This design comes from an exercise in tuning for small area, a short achievable clock period and few clock cycles per item on the open sky130 flow, not from production work.
Where RTL was checked, it was by simulation tests only, not by an equivalence proof against the original.
Power and IR drop assume default switching activity.

## maple
Design bpp_codec, start of the top module:
module bpp_codec (
    input  wire        clk,
    input  wire        rst,
    input  wire        cmd_valid,
    output wire        cmd_ready,
    input  wire        cmd_unpack,
    input  wire [1:0]  cmd_fam,
    input  wire [5:0]  cmd_bw,
    input  wire [31:0] cmd_init,
    input  wire        in_valid,
    output wire        in_ready,
    input  wire [31:0] in_data,
    output wire        out_valid,
    input  wire        out_ready,
    output wire [31:0] out_data,
    output reg         res_valid,
    output reg  [2:0]  res_err,
    output reg  [5:0]  res_bw,
    output reg  [31:0] res_seed,
    output reg  [7:0]  res_count,
    output reg  [5:0]  res_nrec
);
    localparam T_P = 2'd0;    
    localparam T_U = 2'd1;    
    localparam T_X = 2'd2;    
    function [31:0] lomask;   
        input [5:0] n;
        integer b;
        begin
            for (b = 0; b < 32; b = b + 1) lomask[b] = (b < n);
        end
    endfunction
    reg  [1023:0] ring;
    reg  [4:0]    ph;                  
    wire [31:0]   tap = ring[31:0];
    wire [4:0]    wa  = ph - 5'd1;     
    wire          l2_we;
    reg  [31:0]   l2_d;
    always @(posedge clk) begin
        ring[1023:992] <= ring[31:0];
        ring[991:960]  <= l2_we ? l2_d : ring[1023:992];
        ring[959:0]    <= ring[991:32];
    end
    always @(posedge clk) begin
        if (rst) ph <= 5'd0;
        else     ph <= ph + 5'd1;
    end
    reg [31:0] q0, q1, q2;
    reg [1:0]  qn;
    reg        in_rdy;
    reg        i_valid;
    reg        i_unpack;
    reg [1:0]  i_fam;
    reg [5:0]  i_bw;
    reg [31:0] i_init;
    reg [2:0]  i_err;
    reg [5:0]  i_pu;         
    reg        u_init_pend;  
    reg        cmd_rdy;
    reg        l_valid;
    reg        l_u;
    reg [1:0]  l_fam;
    reg [5:0]  l_bw;         
    reg [5:0]  l_pu;
  ...
clock: 11.0 ns
lec_check: 0
cap_margin: 20
core_margin: 2
core_utilization: 40
slew_margin: 20
standard.sh (not shown) runs the stock make flow with config.mk's settings and CLKGATE_MAP_FILE= SYNTH_SCRIPT=/design/flow/synth_recipe.tcl, a recipe that flattens the netlist after the stock synthesis.
==> flow/flow/run.sh <==
#!/bin/bash
set -euo pipefail
export BUFFER_PORTS_ARGS="-buffer_cell sky130_fd_sc_hd__buf_4"
export SETUP_SLACK_MARGIN=7.6
bash standard.sh > flow_make.log 2>&1
Modified inputs, oak compared to maple
==> flow/flow/run.sh <==
#!/bin/bash
set -euo pipefail
export BUFFER_PORTS_ARGS="-buffer_cell sky130_fd_sc_hd__buf_4"
export SETUP_SLACK_MARGIN=7.0
bash standard.sh > flow_make.log 2>&1
Findings:
Result: PASS for each of oak and maple
In oak, the number of global-route vias before repair came out 1050 below the value in maple.
Changes observed in oak relative to maple: hold slack increased by 0.0055 ns relative to the old numbers, routed wire length shows a reduction of 7500 um.
Status: cell area after placement parity (maple, oak)
Diff maple..oak | total buffers and inverters traversed by the critical path | negligible
[oak] setup slack after placement rose 0.010 ns relative to maple
Clock power on oak is down relative to maple.
Count of clock-net buffers in the final layout grows by a few percent when moving from maple to oak.
No functional check of the RTL was part of any run of this note.

* * *

## v22
bpp_codec, a different RTL version from the one above (not shown whole).
For scale: roughly 4,100 cells after synthesis, ~1,500 flip-flops, ~170 I/O pins, roughly 52,000 um2 of cells after synthesis.
Settings: LEC_CHECK=0, CAP_MARGIN=20, CORE_MARGIN=2, CORE_UTILIZATION=40, CTS_BUF_LIST=sky130_fd_sc_hd__clkbuf_16, CTS_CLUSTER_DIAMETER=80, CTS_CLUSTER_SIZE=25, SLEW_MARGIN=20; clock period 11.0 ns.
==> flow/flow/run.sh <==
#!/bin/bash
set -euo pipefail
export BUFFER_PORTS_ARGS="-buffer_cell sky130_fd_sc_hd__buf_4"
export SETUP_SLACK_MARGIN=7.35
bash standard.sh > flow_make.log 2>&1
Testbench counts of v22, summed over its fixed seeds: cycles 34,232, blocks 1,024.
The following lists how v27 was set up differently from v22:
Settings: PLACE_DENSITY newly set to 0.7; CORE_UTILIZATION changed from 40 to 55.
-- flow/flow/run.sh --
<<< v22, line 4
export SETUP_SLACK_MARGIN=7.35
>>> v27, line 4
export SETUP_SLACK_MARGIN=7.2
### Flow results
met3 wire length went up by more than a quarter going from v22 to v27. The run showing the greater cell count after placement is v22. Inverter count of the layout excluding clock inverters was higher in v22 than in v27. Of v22 and v27, the lower power share of the clock group belongs to v27. Between v22 and v27, met1 wire length is lower for v27, v22 comes in above that. From v22 to v27 the numbers moved as follows: minimum setup slack in the final design saw a decrease; buffer count excluding the clock tree in the final layout saw an increase; clock network area share saw a decrease; worst hold slack saw little to no change.
Relative to v27, the following input files were edited for v11:
Settings: CORE_UTILIZATION now 40, was 55; CTS_CLUSTER_SIZE now 30, was 25; PLACE_DENSITY no longer set, was 0.7.
-- flow/flow/run.sh --
<<< v27, line 4
export SETUP_SLACK_MARGIN=7.2
>>> v11, line 4
export SETUP_SLACK_MARGIN=7.0
v11: no failed stages, no open violations at the end. Sequential fraction of total cell area delta (v27 -> v11): insignificant. v11 vs v27 — die area climbed by more than a quarter. v11 against v27: count of filler cells inserted in the layout went up 4,270; overall die width went up by 17%; combinational cell fraction of total power saw a decrease. On post-layout minimum cycle time, v11 does worse than v27. From v27 to v11 the numbers moved as follows: power per cell area picked up an extra 0.86%, met2 wire length lost about 0.8%. Taking v27 as the reference, in v11 detail-routed via count per cell saw a decrease; worst hold margin shows no meaningful change.
For v5, these inputs were changed with respect to v11:
Settings: CTS_CLUSTER_SIZE: 30 -> 25.
-- flow/flow/run.sh --
<<< v11, line 4
export SETUP_SLACK_MARGIN=7.0
>>> v5, line 4
export SETUP_SLACK_MARGIN=7.2
- Looking only at final hold slack, and setting everything else aside, the higher value of v11 and v5 goes to v11.
- Compared with v11, in v5 non-clock buffer count in the final layout climbed about 10%, global-route usage climbed 0.36 points, post-route standard cell area excluding fillers climbed 560 um2.
- Leakage component of the power, v11 and v5, lower one = v11.
- The higher clock network power share of v11 and v5 is in v5.
- v11 has a lower final cell count than v5.

* * *

Setup of run 1:
bpp_codec, a different RTL version from the one above (not shown whole).
Size: roughly 1500 flip-flops, roughly 170 I/O pins.
clock: 11.0 ns
lec_check: 0
cap_margin: 20
core_margin: 2
core_utilization: 40
cts_buf_list: sky130_fd_sc_hd__clkbuf_16
cts_cluster_diameter: 80
cts_cluster_size: 25
slew_margin: 20
==> flow/flow/run.sh <==
#!/bin/bash
set -euo pipefail
export BUFFER_PORTS_ARGS="-buffer_cell sky130_fd_sc_hd__buf_4"
export SETUP_SLACK_MARGIN=7.1
bash standard.sh > flow_make.log 2>&1
Run 1 has completed all stages; timing, DRC and antenna checks passed.
Testbench counts of run 1, summed over its fixed seeds: cycles 33,975, blocks 1,024.
Input-level comparison between run 2 and run 1:
# run 1
export LEC_CHECK = 0
export CAP_MARGIN = 20
export CORE_MARGIN = 2
export CORE_UTILIZATION = 40
export CTS_BUF_LIST = sky130_fd_sc_hd__clkbuf_16
export CTS_CLUSTER_DIAMETER = 80
export CTS_CLUSTER_SIZE = 25
export SLEW_MARGIN = 20
create_clock -name core_clock -period 11.0 [get_ports {clk}]
# run 2
export LEC_CHECK = 0
export ABC_AREA = 1
export CAP_MARGIN = 20
export CORE_MARGIN = 2
export CORE_UTILIZATION = 40
export CTS_BUF_LIST = sky130_fd_sc_hd__clkbuf_16
export CTS_CLUSTER_DIAMETER = 80
export CTS_CLUSTER_SIZE = 25
export SLEW_MARGIN = 20
create_clock -name core_clock -period 11.0 [get_ports {clk}]
==> flow/flow/run.sh <==
#!/bin/bash
set -euo pipefail
export BUFFER_PORTS_ARGS="-buffer_cell sky130_fd_sc_hd__buf_4"
export SETUP_SLACK_MARGIN=7.2
bash standard.sh > flow_make.log 2>&1
==> summary.txt <==
Taking run 1 as the reference, in run 2 worst-case headroom to the max-slew limit increased 1.2 points, sequential cell count of the final layout essentially unchanged, row count increased about 1.5%, total length of routed wires increased 8.7 mm.
Of run 2 and run 1, the higher synthesized cell count belongs to run 2.
Edits applied to the flow inputs when going from run 2 to run 3:
# run 2
export LEC_CHECK = 0
export ABC_AREA = 1
export CAP_MARGIN = 20
export CORE_MARGIN = 2
export CORE_UTILIZATION = 40
export CTS_BUF_LIST = sky130_fd_sc_hd__clkbuf_16
export CTS_CLUSTER_DIAMETER = 80
export CTS_CLUSTER_SIZE = 25
export SLEW_MARGIN = 20
create_clock -name core_clock -period 11.0 [get_ports {clk}]
# run 3
export LEC_CHECK = 0
export CAP_MARGIN = 20
export CORE_MARGIN = 2
export CORE_UTILIZATION = 40
export CTS_BUF_LIST = sky130_fd_sc_hd__clkbuf_16
export CTS_CLUSTER_DIAMETER = 80
export CTS_CLUSTER_SIZE = 25
export SLEW_MARGIN = 20
create_clock -name core_clock -period 11.0 [get_ports {clk}]
## What came out
- Per the comparison of run 3 with run 2, post-route worst hold slack picked up an extra 0.019 ns; final routed wire length divided by cell count shows an increase of 12%; number of multi-input logic gates lost about 24%; setup slack after placement has increased.
For run 4, these inputs were changed with respect to run 3:
# run 3
export LEC_CHECK = 0
export CAP_MARGIN = 20
export CORE_MARGIN = 2
export CORE_UTILIZATION = 40
export CTS_BUF_LIST = sky130_fd_sc_hd__clkbuf_16
export CTS_CLUSTER_DIAMETER = 80
export CTS_CLUSTER_SIZE = 25
export SLEW_MARGIN = 20
create_clock -name core_clock -period 11.0 [get_ports {clk}]
# run 4
export LEC_CHECK = 0
export CAP_MARGIN = 20
export CORE_MARGIN = 2
export CORE_UTILIZATION = 40
export CTS_BUF_LIST = sky130_fd_sc_hd__clkbuf_16
export CTS_CLUSTER_DIAMETER = 70
export CTS_CLUSTER_SIZE = 30
export SLEW_MARGIN = 20
create_clock -name core_clock -period 11.0 [get_ports {clk}]
[summary]
Looking at run 3 and run 4, the worst setup skew after layout is a wash.
From run 4 to run 3, post-CTS setup-driven buffer insertion count did not move at all.
Diff run 3 -> run 4: maximum frequency up about 0.4%, non-clock buffer count up 0.95%.
Changes observed in run 4 relative to run 3: cell area increased by 450 µm² relative to the old numbers, hold path depth flat.
[compare] base=run 3 new=run 4: worst hold margin now smaller; power density relative to cell area now larger; count of clock buffers in the final design now larger.

* * *

bpp_codec, a different RTL version from the one above (not shown whole).
Size in the first run: ~4,700 cells after synthesis, roughly 1,700 flip-flops, roughly 58,000 µm² of cells after synthesis.
// bpp_codec
module bpp_codec (
    input  wire        clk,
    input  wire        rst,
    input  wire        cmd_valid,
    output wire        cmd_ready,
    input  wire        cmd_unpack,
    input  wire [1:0]  cmd_fam,
    input  wire [5:0]  cmd_bw,
    input  wire [31:0] cmd_init,
    input  wire        in_valid,
    output wire        in_ready,
    input  wire [31:0] in_data,
    output wire        out_valid,
    input  wire        out_ready,
    output wire [31:0] out_data,
    output reg         res_valid,
    output reg  [2:0]  res_err,
    output reg  [5:0]  res_bw,
    output reg  [31:0] res_seed,
    output reg  [7:0]  res_count,
    output reg  [5:0]  res_nrec
);
Settings: LEC_CHECK=0, CAP_MARGIN=20, CORE_MARGIN=2, CORE_UTILIZATION=40, CTS_BUF_LIST=sky130_fd_sc_hd__clkbuf_4 sky130_fd_sc_hd__clkbuf_8, CTS_CLUSTER_SIZE=20, SLEW_MARGIN=20; clock period 11.0 ns.
run.sh (not shown) runs the stock make flow with config.mk's settings and CLKGATE_MAP_FILE= SYNTH_SCRIPT=/design/flow/synth_recipe.tcl, a recipe that flattens the netlist after the stock synthesis.
Stock flow here: none of the scripts above is used.
The starting point produced a clean layout.
Testbench counts at the start, summed over its fixed seeds: cycles 34,240, blocks 1,024.
Then changed:
CTS_BUF_LIST = default   (was sky130_fd_sc_hd__clkbuf_4 sky130_fd_sc_hd__clkbuf_8)
CTS_CLUSTER_SIZE = default   (was 20)
Result: Maximum frequency came out lower by 0.55%; die area is unchanged; final area hardly moves; setup slack is worse by 0.025 ns; global-route usage came out lower by 0.16 points; routed wire length came out lower by 0.82%; flip-flop and latch count is unchanged.
Then changed:
==> flow/flow/run.sh (new file) <==
#!/bin/bash
set -euo pipefail
export BUFFER_PORTS_ARGS="-buffer_cell sky130_fd_sc_hd__buf_4"
bash standard.sh > flow_make.log 2>&1
==> flow/standard.sh (new file) <==
#!/bin/bash
# synth_recipe.tcl (not shown) runs the flow's synth.tcl, then flattens the netlist and writes it again
# the make line also repeats each setting of config.mk as NAME=value (left out here)
make -C /OpenROAD-flow-scripts/flow DESIGN_CONFIG=/design/flow/config.mk WORK_HOME=/design/flow/orfs CLKGATE_MAP_FILE= SYNTH_SCRIPT=/design/flow/synth_recipe.tcl "${@:-finish}"
removed: flow/run.sh
Effect:
- cell area stays flat
- global-route usage is about the same
- synthesized cell count is unchanged

## static timing again, ports no longer ideal
The results above use ideal ports. As a check the final layouts listed here were re-extracted and re-timed, cells and wires unchanged.
Step 1, drivers: a clkbuf_16 drives clk and a buf_2 each remaining input, both assumed.
Step 2 adds t to the input delays and takes it off the output delays; t is the mean of the earliest and latest rising clock arrival at the registers after step 1. Input paths then give back, and output paths get back, about the clock's delay inside the block.
a / b / c = ideal / step 1 / step 2; a / b = the first two.
run | t, ns | setup slack, ns | worst setup path after step 2 | worst register clock-pin slew, ns
maple | 0.850 | 7.355 / 7.301 / 6.625 | input to register | 0.07 / 0.07
oak | 0.845 | 7.106 / 7.113 / 6.268 | input to register | 0.07 / 0.07
v22 | 0.782 | 7.097 / 7.021 / 6.432 | input to register | 0.10 / 0.10
v27 | 0.726 | 7.004 / 6.938 / 6.599 | input to register | 0.11 / 0.11
v11 | 0.750 | 6.905 / 6.953 / 6.203 | input to register | 0.11 / 0.11
v5 | 0.788 | 7.094 / 7.022 / 6.473 | input to register | 0.10 / 0.10
run 1 | 0.773 | 7.083 / 7.008 / 6.524 | input to register | 0.10 / 0.10
run 2 | 0.780 | 7.018 / 6.948 / 6.669 | input to register | 0.10 / 0.10
run 3 | 0.771 | 7.102 / 7.034 / 6.635 | input to register | 0.10 / 0.10
run 4 | 0.779 | 7.118 / 7.045 / 6.604 | input to register | 0.11 / 0.11
the first run of note 4 | 1.014 | 6.510 / 6.510 / 6.269 | input to register | 0.07 / 0.07
the second run of note 4 | 0.855 | 6.485 / 6.485 / 6.240 | input to register | 0.07 / 0.07
the third run of note 4 | 0.853 | 6.601 / 6.601 / 6.601 | register to register | 0.07 / 0.07
After both steps setup and hold are still met in every run listed. The setup slack of oak, which loses most, moves by +0.007 ns with the drivers and by -0.838 ns with both steps.
